What follows belongs to an exercise in optimizing a design on an open flow for small area, a short achievable clock period and few clock cycles per item; a production flow would make more cautious choices.
Only simulation tests tie the RTL to the original design; equivalence was not proved.
Power figures rest on the tool's default switching activity, not on a simulated workload.

==> flow/design.v <==
module rt_divider #(
    parameter DW = 24,    
    parameter VW = 16     
) (
    input  wire          clk,
    input  wire          rst,
    input  wire          go,
    input  wire [DW-1:0] dividend,
    input  wire [VW-1:0] divisor,
    output reg           busy,
    output reg  [DW-1:0] quo,
    output reg  [VW-1:0] rem
);
    reg [VW-1:0] dsr;
    reg [DW-1:0] dvd;
    reg [$clog2(DW+1)-1:0] cnt;
    wire [VW:0] trial = {rem, dvd[DW-1]};
    wire        fits  = trial >= {1'b0, dsr};
    wire [VW:0] diff  = trial - {1'b0, dsr};
    always @(posedge clk) begin
        if (rst) begin
            busy <= 1'b0;
            cnt  <= 0;
        end else if (go) begin
            busy <= 1'b1;
            dvd  <= dividend;
            dsr  <= divisor;
            rem  <= {VW{1'b0}};
            quo  <= {DW{1'b0}};
            cnt  <= DW[$clog2(DW+1)-1:0];
        end else if (busy) begin
            rem  <= fits ? diff[VW-1:0] : trial[VW-1:0];
            quo  <= {quo[DW-2:0], fits};
            dvd  <= {dvd[DW-2:0], 1'b0};
            cnt  <= cnt - 1'b1;
            if (cnt == 1) busy <= 1'b0;
        end
    end
endmodule
module raw_timing (
    input  wire         clk,
    input  wire         rst,
    input  wire         start,
    input  wire [1:0]   op,
    input  wire [1:0]   fmt,
    input  wire [7:0]   acc,
    input  wire [127:0] dur,
    input  wire [15:0]  base_in,
    input  wire [15:0]  n_bits,
    input  wire [15:0]  n_ones,
    input  wire [15:0]  dl,
    output wire         ready,
    output reg          done,
    output reg  [2:0]   status,
    output reg  [15:0]  base,
    output reg  [15:0]  len,
    output reg  [127:0] ticks
);
    localparam OP_BASETIME = 2'd0;
    localparam OP_RENDER   = 2'd1;
    localparam OP_CONVERT  = 2'd2;
    localparam ST_OK          = 3'd0;
    localparam ST_BUF_SMALL   = 3'd2;
    localparam ST_TIMING_UNS  = 3'd4;
    localparam ST_ILLEGAL     = 3'd5;
    localparam BUF_BYTES = 512;
    localparam S_IDLE   = 4'd0;
    localparam S_CHECK  = 4'd1;
    localparam S_MIN    = 4'd2;
    localparam S_FLOORW = 4'd3;
    localparam S_MUL    = 4'd11;
    localparam S_FLOOR  = 4'd12;
    localparam S_LSUM   = 4'd13;
    localparam S_GLOAD  = 4'd4;
    localparam S_GSTEP  = 4'd5;
    localparam S_GWAIT  = 4'd6;
    localparam S_TICK   = 4'd7;
    localparam S_TICKW  = 4'd8;
    localparam S_LEN    = 4'd9;
    localparam S_LCMP   = 4'd10;
    reg [3:0] state;
    assign ready = (state == S_IDLE);
    reg [1:0]   op_r;
    reg [1:0]   fmt_r;
    reg [7:0]   acc_r;
    reg [127:0] dur_r;
    reg [15:0]  base_in_r;
    reg [15:0]  n_r;
    reg [15:0]  ones_r;
    reg [15:0]  dl_r;
    wire [15:0] d [0:7];
    wire [15:0] t [0:7];
    genvar gi;
    generate
        for (gi = 0; gi < 8; gi = gi + 1) begin : g_unpack
            assign d[gi] = dur_r[16*gi +: 16];
            assign t[gi] = ticks[16*gi +: 16];
        end
    endgenerate
    function [15:0] min_nz2(input [15:0] a, input [15:0] b);
        if (a == 16'd0)      min_nz2 = b;
        else if (b == 16'd0) min_nz2 = a;
        else                 min_nz2 = (a < b) ? a : b;
    endfunction
    wire [15:0] min_nz = min_nz2(min_nz2(min_nz2(d[0], d[1]), min_nz2(d[2], d[3])),
                                 min_nz2(min_nz2(d[4], d[5]), min_nz2(d[6], d[7])));
    wire all_zero   = (dur_r == 128'd0);
    wire uses_acc   = (op_r == OP_BASETIME) || (op_r == OP_CONVERT);
    wire uses_buf   = (op_r == OP_RENDER) || (op_r == OP_CONVERT);
    wire illegal    = (op_r == 2'd3)
                   || (uses_acc && acc_r > 8'd100)
                   || (uses_buf && (dl_r > BUF_BYTES || n_r > 8 * BUF_BYTES));
    wire bad_fmt    = fmt_r[1];
    reg         div_go;
    reg  [23:0] div_dividend;
    reg  [15:0] div_divisor;
    wire        div_busy;
    wire [23:0] div_quo;
    wire [15:0] div_rem;
    rt_divider #(.DW(24), .VW(16)) u_div (
        .clk(clk), .rst(rst), .go(div_go),
        .dividend(div_dividend), .divisor(div_divisor),
        .busy(div_busy), .quo(div_quo), .rem(div_rem)
    );
    reg [15:0] fl;
    reg [15:0] ga, gb;
    reg [2:0]  gk;               
    reg [15:0] gres [0:5];       
    reg [2:0]  ti;               
    reg        unrep;            
    reg [17:0] len_edges;
    reg [29:0] len_ones, len_zeros;
    reg [31:0] len_full;
    reg [15:0] load_a, load_b;
    always @(*) begin
        case (gk)
            3'd0: begin load_a = d[0];    load_b = d[1];    end
            3'd1: begin load_a = d[2];    load_b = d[3];    end
            3'd2: begin load_a = d[4];    load_b = d[5];    end
            3'd3: begin load_a = d[6];    load_b = d[7];    end
            3'd4: begin load_a = gres[0]; load_b = gres[1]; end
            3'd5: begin load_a = gres[2]; load_b = gres[3]; end
            default: begin load_a = gres[4]; load_b = gres[5]; end
        endcase
    end
    reg  [15:0] m_r;             
    reg  [22:0] floor_num;       
    always @(*) begin
        div_go       = 1'b0;
        div_dividend = 24'd0;
        div_divisor  = 16'd1;
        case (state)
            S_FLOOR: begin
                div_go       = 1'b1;
                div_dividend = {1'b0, floor_num};
                div_divisor  = 16'd100;
            end
            S_GSTEP: if (ga > fl) begin
                div_go       = 1'b1;
                div_dividend = {8'd0, gb};
                div_divisor  = ga;
            end
            S_TICK: begin
                div_go       = 1'b1;
                div_dividend = {8'd0, d[ti]} + {9'd0, base[15:1]};
                div_divisor  = base;
            end
            default: ;
        endcase
    end
    wire [16:0] sum_b0 = t[4] + t[5];
    wire [16:0] sum_b1 = t[6] + t[7];
    wire [12:0] n_zeros = n_r[12:0] - ones_r[12:0];
    always @(posedge clk) begin
        if (rst) begin
            state  <= S_IDLE;
            done   <= 1'b0;
            status <= ST_OK;
        end else begin
            done <= 1'b0;
            case (state)
                S_IDLE: if (start) begin
                    op_r      <= op;
                    fmt_r     <= fmt;
                    acc_r     <= acc;
                    dur_r     <= dur;
                    base_in_r <= base_in;
                    n_r       <= n_bits;
                    ones_r    <= n_ones;
                    dl_r      <= dl;
                    state     <= S_CHECK;
                end
                S_CHECK: begin
                    if (illegal) begin
                        status <= ST_ILLEGAL;
                        done   <= 1'b1;
                        state  <= S_IDLE;
                    end else if (bad_fmt) begin
                        status <= ST_TIMING_UNS;
                        done   <= 1'b1;
                        state  <= S_IDLE;
                    end else if (op_r == OP_RENDER) begin
                        if (base_in_r == 16'd0) begin
                            status <= ST_TIMING_UNS;
                            done   <= 1'b1;
                            state  <= S_IDLE;
                        end else begin
                            base  <= base_in_r;
                            ti    <= 3'd0;
                            unrep <= 1'b0;
                            state <= S_TICK;
                        end
                    end else if (all_zero) begin
                        status <= ST_TIMING_UNS;
                        done   <= 1'b1;
                        state  <= S_IDLE;
                    end else begin
                        state <= S_MIN;
                    end
                end
                S_MIN: begin
                    m_r   <= min_nz;
                    state <= S_MUL;
                end
                S_MUL: begin
                    floor_num <= m_r * (7'd100 - acc_r[6:0]);
                    state     <= S_FLOOR;
                end
                S_FLOOR: state <= S_FLOORW;
                S_FLOORW: if (!div_busy) begin
                    fl    <= div_quo[15:0];
                    gk    <= 3'd0;
                    state <= S_GLOAD;
                end
                S_GLOAD: begin
                    ga    <= load_a;
                    gb    <= load_b;
                    state <= S_GSTEP;
                end
                S_GSTEP: begin
                    if (ga > fl) begin
                        state <= S_GWAIT;
                    end else if (gk == 3'd6) begin
                        base <= gb;
                        if (gb == 16'd0) begin
                            status <= ST_TIMING_UNS;
                            done   <= 1'b1;
                            state  <= S_IDLE;
                        end else if (op_r == OP_BASETIME) begin
                            status <= ST_OK;
                            done   <= 1'b1;
                            state  <= S_IDLE;
                        end else begin
                            ti    <= 3'd0;
                            unrep <= 1'b0;
                            state <= S_TICK;
                        end
                    end else begin
                        gres[gk] <= gb;
                        gk       <= gk + 3'd1;
                        state    <= S_GLOAD;
                    end
                end
                S_GWAIT: if (!div_busy) begin
                    ga    <= div_rem;
                    gb    <= ga;
                    state <= S_GSTEP;
                end
                S_TICK: state <= S_TICKW;
                S_TICKW: if (!div_busy) begin
                    ticks[16*ti +: 16] <= div_quo[15:0];
                    if (d[ti] != 16'd0 && div_quo[15:0] == 16'd0)
                        unrep <= 1'b1;
                    if (ti == 3'd7)
                        state <= S_LEN;
                    else begin
                        ti    <= ti + 3'd1;
                        state <= S_TICK;
                    end
                end
                S_LEN: begin
                    if (unrep) begin
                        status <= ST_TIMING_UNS;
                        done   <= 1'b1;
                        state  <= S_IDLE;
                    end else begin
                        len_edges <= t[0] + t[1] + t[2] + t[3];
                        len_ones  <= ones_r[12:0] * sum_b1;
                        len_zeros <= n_zeros * sum_b0;
                        state     <= S_LSUM;
                    end
                end
                S_LSUM: begin
                    len_full <= len_edges + len_ones + len_zeros;
                    state    <= S_LCMP;
                end
                S_LCMP: begin
                    len  <= len_full[15:0];
                    done <= 1'b1;
                    state <= S_IDLE;
                    if (len_full > {16'd0, dl_r[12:0], 3'b000})
                        status <= ST_BUF_SMALL;
                    else
                        status <= ST_OK;
                end
                default: state <= S_IDLE;
            endcase
        end
    end
endmodule
==> flow/run.sh <==
#!/bin/bash
# synth_recipe.tcl (not shown) runs the flow's synth.tcl, then flattens the netlist and writes it again
# the make line also repeats each setting of config.mk as NAME=value (left out here)
make -C /OpenROAD-flow-scripts/flow DESIGN_CONFIG=/design/flow/config.mk WORK_HOME=/design/flow/orfs CLKGATE_MAP_FILE= SYNTH_SCRIPT=/design/flow/synth_recipe.tcl finish
==> flow/config.mk <==
export PLATFORM = sky130hd
export DESIGN_NAME = raw_timing
export DESIGN_NICKNAME = raw_timing
export VERILOG_FILES = /design/flow/design.v
export SDC_FILE = /design/flow/constraint.sdc
export NUM_CORES = 4
export LEC_CHECK = 0
export CAP_MARGIN = 20
export CORE_MARGIN = 2
export CORE_UTILIZATION = 40
export SLEW_MARGIN = 20
==> flow/constraint.sdc <==
create_clock -name core_clock -period 9.0 [get_ports {clk}]
set_input_delay 1.8000 -clock core_clock [delete_from_list [all_inputs] [get_ports {clk}]]
set_output_delay 1.8000 -clock core_clock [all_outputs]
set_load 0.01 [all_outputs]
==> out/metrics.sh <==
MAPPEDNETLISTNETS=6713
POST_ROUTE_CELLS_DRIVE_ABOVE_1_SHARE=0.06075
CRITPATHSLOWESTCELL='sky130_fd_sc_hd__edfxtp_1'
CTS.PATH.MAX_BUFFERS=3
ROWS=141
TOTAL_ROUTED_LENGTH_MM=195.3
INITIAL_CORE_UTIL=0.4027
SEQ_POWER_SHARE=0.275
CLK_TRANSITION_REPORTED_PATHS_NS=0.06
DIE_Y_UM=389.3
SYNTH_SEQ_AREA_SHARE=0.3749
YOSYS_REG_BITS=746
GP_CONGESTION=0.9767
FF2FF_PATH_DEPTH=32
ACHIEVABLE-FREQUENCY_MHz=117.5
REG2REG_TO='len_zeros[29]$_DFFE_PP_'
LAYOUT.CORE_UTILIZATION=0.4650
WORSTPATHMAXFANOUT=7
DIE_SPAN_IN_X_UM=389.3
REGTOREGSETUPSLACK_NS=0.49
CRITPATHCAPTURETYPE='flip-flop'
WORSTPATHARRIVAL_NS=8.94
GLOBAL_ROUTE.USAGE.TOTAL=0.2575
PWR-SHARE-COMB=0.507
FIRST_GLOBAL_VIAS=44378
GRT_MAX_DEGREE=129
POWER.INTERNAL_mW=9.799
CLOCK_SINKS=746
ANTENNA_VIOLATING_NETS_POST_ROUTE=0
SYNTH_AREA_UM2=59390
GATE_COUNT_AFTER_TECHNOLOGY_MAPPING=5484
FIN_CRIT_NS=8.509
TIMING.CRITICAL_PATH.FROM_TYPE='flip-flop'
DPL_CELL_AREA_UM2=65750
FINAL_AREA_UM2=68580
TIMING.FINAL.CRIT_SHARE=0.9454
HOLD_PATH.STARTPOINT='len_full[2]$_DFFE_PP_'
YOSYS_WARNINGS=2
SETUP_TOTAL_NEGATIVE_SLACK_NS=0
YS_ASYNC_SR_FRACTION=0
IR_WORST_VDD_mV=0.5434
DR.PASS1.ITERS=12
CTS_MADE_BUFFERS=85
INSTANCES_NO_FILL=7843
AVGSYNTHCELLAREA_UM2=10.83
FINALPOWER_mW=16.02
MIN_PATH_TYPE='reg -> reg'
CTS-HOLD-FIX-BUFFERS=0
DRT_ITER0_MARKERS=4303
TRITONCTS='done'
HOLD_DEPTH=0
HOLD_VIOLATIONS=0
RESULT_OF_THE_RUN='no timing/DRC/antenna violations'
FINAL_NETS=7070
TIMING.MAX_SLEW.REL_SLACK=0.2426
POST_DRT_VIA_CELL_RATIO=5.594
SYNTH-MAIN-FF-CELL='sky130_fd_sc_hd__edfxtp_1'
ROUTE.VIAS.TOTAL=43870
GR-TOTAL-OVERFLOW=0
INSERTION_DELAY_NS=0.70
IOS=372
TIMING.SETUP.CRITICAL_PATH_CLASS='reg -> reg'
AREA.GROWTH.SYNTH_TO_FINAL_PCT=15.48
PATH_COMMON_CELL='sky130_fd_sc_hd__fa_1'
WORSTPATHREQUIRED_NS=9.44
SETUP_VIOL_COUNT_FINAL=0
GRT_PASS1_WL_MM=288.8
LEAKAGE_nW=28.88
PLACE_INST=7684
ANTENNA_FOUND_INITIAL=6
NUMBER_OF_LIBRARY_CELL_TYPES_MAPPED_BY_SYNTHESIS=71
ROUTEDWLPERCELL_UM=24.90
SYNTH_ENABLE_FLOP_CELLS=732
WORSTREG2REGSTART='ones_r[2]$_DFFE_PP_'
WORST_PATH_LARGEST_CELL_DELAY_NS=0.52
UNREPAIRED_SETUP_ENDPOINTS_AFTER_GLOBAL_ROUTING='false'
POWERDENSITY_nW_PER_UM2=233.5
CLOCK-ROOT-BUFFER='sky130_fd_sc_hd__clkbuf_16'
SLEW_AT_THE_PIN_CLOSEST_TO_ITS_MAX_SLEW_LIMIT_NS=1.133
FLOORPLAN_DIE_AREA_UM2=151600
REMAINING_DRC_ERRORS=0
CLK_SKEW_NS=0.03273
SHARE_CLK_OF_TOTAL_POWER=0.219
H-TREE-DEPTH=3
MAX-CAP-VIOLATIONS=0
POWER_SWITCHING_SHARE=0.3881
POWER.NET_SWITCHING_mW=6.216
HPWLAFTERDP_MM=151.8
PORT-BUFFER-COUNT=367
PLACEABLECOREAREA_UM2=147500
WORSTHOLDENDPOINT='len[2]$_DFFE_PP_'
SLEW_VIOL_FINAL=0
[cells by family (layout without fill, tap and decap cells)]
logic type      count (synthesis)  in the layout  synth area share
other cells                     0              4                 0
mux                           130            130           0.02360
fa+ha+maj                    1022           1022            0.2823
flops                         746            746            0.3749
simple gates                 1428           1428            0.1132
compound gates                947            947            0.1128
xor+xnor                      195            195           0.02876
buf+inv                      1016           1441           0.06449
[layer usage]
metal / up-vias / global-route usage / routed length, um
met5: - / 0 / 0
met4: 0 / 0.1317 / 11830
met3: 446 / 0.04560 / 14940
met2: 1817 / 0.4251 / 92110
met1: 21905 / 0.3243 / 76380
li1: 19702 / - / -
[flip-flops by register name (all words and copies together) (netlist names), 5 cells and up]
name / count
dur_r: 128
ticks: 128
gres: 96
len_full: 32
len_ones: 30
len_zeros: 30
u_div.dvd: 24
floor_num: 23
len_edges: 18
base: 16
base_in_r: 16
dl_r: 16
fl: 16
ga: 16
gb: 16
len: 16
m_r: 16
n_r: 16
u_div.dsr: 16
u_div.quo: 16
u_div.rem: 16
ones_r: 13
acc_r: 8
u_div.cnt: 5
[critical path: cells and delay by family (launching register included)]
kind | cells | cell delay [ns]
buffers and inverters | 4 | 0.44
AO/OA/AOI/OAI | 14 | 3.16
flip-flops | 1 | 0.52
multiplexers | 1 | 0.16
AND/OR/NAND/NOR | 5 | 0.67
adder cells (fa/ha/maj) | 7 | 3.03
XOR/XNOR | 1 | 0.24
[stage by stage]
stage          setup slack [ns]  hold WS [ns]
4_1_cts                  0.1354        0.4565
3_3_place_gp             0.2307        0.4358
6_report                 0.4915        0.4575
3_5_place_dp             0.1920        0.4435
5_1_grt                 0.01065        0.4806
2_1_floorplan            0.6130        0.4166
[cell usage after synthesis, types with 8 or more instances]
master | n | share of area
sky130_fd_sc_hd__a211oi_1 | 21 | 0.0027
sky130_fd_sc_hd__a21o_1 | 70 | 0.0088
sky130_fd_sc_hd__dfxtp_1 | 14 | 0.0047
sky130_fd_sc_hd__a311oi_1 | 8 | 0.0012
sky130_fd_sc_hd__a21oi_1 | 214 | 0.018
sky130_fd_sc_hd__nand3_1 | 75 | 0.0063
sky130_fd_sc_hd__nor4_1 | 68 | 0.0072
sky130_fd_sc_hd__o211ai_1 | 18 | 0.0023
sky130_fd_sc_hd__o41ai_1 | 11 | 0.0016
sky130_fd_sc_hd__mux2i_1 | 65 | 0.011
sky130_fd_sc_hd__a31oi_1 | 19 | 0.0020
sky130_fd_sc_hd__inv_1 | 807 | 0.051
sky130_fd_sc_hd__nor3_1 | 56 | 0.0047
sky130_fd_sc_hd__fa_1 | 530 | 0.18
sky130_fd_sc_hd__a22o_1 | 148 | 0.022
sky130_fd_sc_hd__a21boi_0 | 16 | 0.0020
sky130_fd_sc_hd__nand4_1 | 44 | 0.0046
sky130_fd_sc_hd__and2_1 | 202 | 0.021
sky130_fd_sc_hd__clkbuf_1 | 187 | 0.012
sky130_fd_sc_hd__xnor2_1 | 146 | 0.022
sky130_fd_sc_hd__a222oi_1 | 71 | 0.012
sky130_fd_sc_hd__o31a_1 | 13 | 0.0019
sky130_fd_sc_hd__xor2_1 | 49 | 0.0072
sky130_fd_sc_hd__ha_1 | 492 | 0.10
sky130_fd_sc_hd__and3_1 | 31 | 0.0033
sky130_fd_sc_hd__o21ai_0 | 168 | 0.014
sky130_fd_sc_hd__buf_1 | 18 | 0.0011
sky130_fd_sc_hd__o21bai_1 | 27 | 0.0034
sky130_fd_sc_hd__nand2_1 | 555 | 0.035
sky130_fd_sc_hd__nor2_1 | 277 | 0.018
sky130_fd_sc_hd__a22oi_1 | 10 | 0.0013
sky130_fd_sc_hd__nor2b_1 | 40 | 0.0042
sky130_fd_sc_hd__a41oi_1 | 9 | 0.0013
sky130_fd_sc_hd__nand2b_1 | 48 | 0.0051
sky130_fd_sc_hd__edfxtp_1 | 732 | 0.37
sky130_fd_sc_hd__o21a_1 | 41 | 0.0052
sky130_fd_sc_hd__a221oi_1 | 15 | 0.0022
sky130_fd_sc_hd__a221o_1 | 13 | 0.0022
sky130_fd_sc_hd__mux2_2 | 60 | 0.011
[layout by cell type (no fill, tap or decap), types with 15 or more instances in the layout]
cell type / n
sky130_fd_sc_hd__edfxtp_1: 732
sky130_fd_sc_hd__nor2_1: 270
sky130_fd_sc_hd__a211oi_1: 21
sky130_fd_sc_hd__a21boi_0: 15
sky130_fd_sc_hd__a31oi_1: 19
sky130_fd_sc_hd__o21a_1: 41
sky130_fd_sc_hd__o211ai_1: 18
sky130_fd_sc_hd__a21o_1: 70
sky130_fd_sc_hd__nor4_1: 65
sky130_fd_sc_hd__a222oi_1: 71
sky130_fd_sc_hd__inv_1: 807
sky130_fd_sc_hd__nor3_1: 48
sky130_fd_sc_hd__nand4_1: 44
sky130_fd_sc_hd__buf_4: 109
sky130_fd_sc_hd__o21bai_1: 27
sky130_fd_sc_hd__xnor2_1: 138
sky130_fd_sc_hd__ha_1: 492
sky130_fd_sc_hd__nand2_1: 555
sky130_fd_sc_hd__and3_1: 30
sky130_fd_sc_hd__mux2i_1: 65
sky130_fd_sc_hd__clkdlybuf4s50_1: 367
sky130_fd_sc_hd__xor2_1: 48
sky130_fd_sc_hd__fa_1: 530
sky130_fd_sc_hd__clkbuf_1: 17
sky130_fd_sc_hd__nor2b_1: 40
sky130_fd_sc_hd__and2_1: 202
sky130_fd_sc_hd__o21ai_0: 165
sky130_fd_sc_hd__a21oi_1: 206
sky130_fd_sc_hd__nand2b_1: 48
sky130_fd_sc_hd__clkinv_2: 15
sky130_fd_sc_hd__nand3_1: 74
sky130_fd_sc_hd__clkbuf_16: 85
sky130_fd_sc_hd__mux2_2: 60
sky130_fd_sc_hd__a22o_1: 148
[layout make-up]
| type | instances | area [um^2] |
|---|---|---|
| fill | 13607 | 78910 |
| timing repair buffer | 478 | 4532 |
| clock buffer | 104 | 2218 |
| multi-input combinational | 3722 | 33580 |
| antenna | 4 | 10.01 |
| sequential | 746 | 22260 |
| inverter | 808 | 3033 |
| tap | 1930 | 2415 |
| clock inverter | 51 | 533.0 |
[power groups by stage]
stage | logic [mW] | registers, mW | clock network [mW]
after floorplan | 6.01 | 4.40 | 0
after global placement | 7.97 | 4.46 | 0
after detailed placement | 8.05 | 4.46 | 0
after CTS | 8.13 | 4.39 | 3.56
after global routing | 9.30 | 4.39 | 3.68
final | 8.12 | 4.40 | 3.50
[worst max path at each step]
| stage | startpoint | end | slack [ns] | depth (start not counted) |
|---|---|---|---|---|
| global route | ticks[97]$_DFFE_PP_ | len_ones[29]$_DFFE_PP_ | 0.01 | 34 |
| floorplan | ticks[64]$_DFFE_PP_ | len_zeros[29]$_DFFE_PP_ | 0.61 | 32 |
| global placement | ticks[64]$_DFFE_PP_ | len_zeros[29]$_DFFE_PP_ | 0.23 | 33 |
| detailed placement | ticks[64]$_DFFE_PP_ | len_zeros[29]$_DFFE_PP_ | 0.19 | 33 |
| CTS | ticks[64]$_DFFE_PP_ | len_zeros[29]$_DFFE_PP_ | 0.14 | 33 |
| finish | ones_r[2]$_DFFE_PP_ | len_zeros[29]$_DFFE_PP_ | 0.49 | 32 |
[timing repair]
item,CTS,global route
setup buffers,0,0
gates resized for setup,0,17
endpoints found under the setup margin,0,10
Testbench counts, summed over its fixed seeds: cycles 1,458,211, ops 2,400.

-- port drivers added, routing unchanged --
How much do the figures lean on ideal ports? The routed layout below was timed once more, with nothing changed but the port constraints. Step 1 (the two cells are an assumption about what drives the block):
set clk [get_ports {clk}]
set_driving_cell -lib_cell sky130_fd_sc_hd__clkbuf_16 $clk
set_driving_cell -lib_cell sky130_fd_sc_hd__buf_2 [delete_from_list [all_inputs] $clk]
Step 2 moves the port delays by t, midway between the first and last clock arrival at a register: inputs arrive t later, outputs are due t later. That takes back most of the time a late clock gives input paths. a / b / c = ideal ports / drivers / drivers and shift; a / b = the first two.
t, ns: 0.758
setup slack, ns: 0.491 / 0.491 / 0.491
hold slack, ns: 0.457 / 0.457 / 0.457
worst setup path at the end: register to register
worst data-port slew with drivers (ns): 0.17
After both steps setup and hold are still met in this run. The setup slack of this run moves by 0.000 ns with the drivers and by 0.000 ns with both steps.
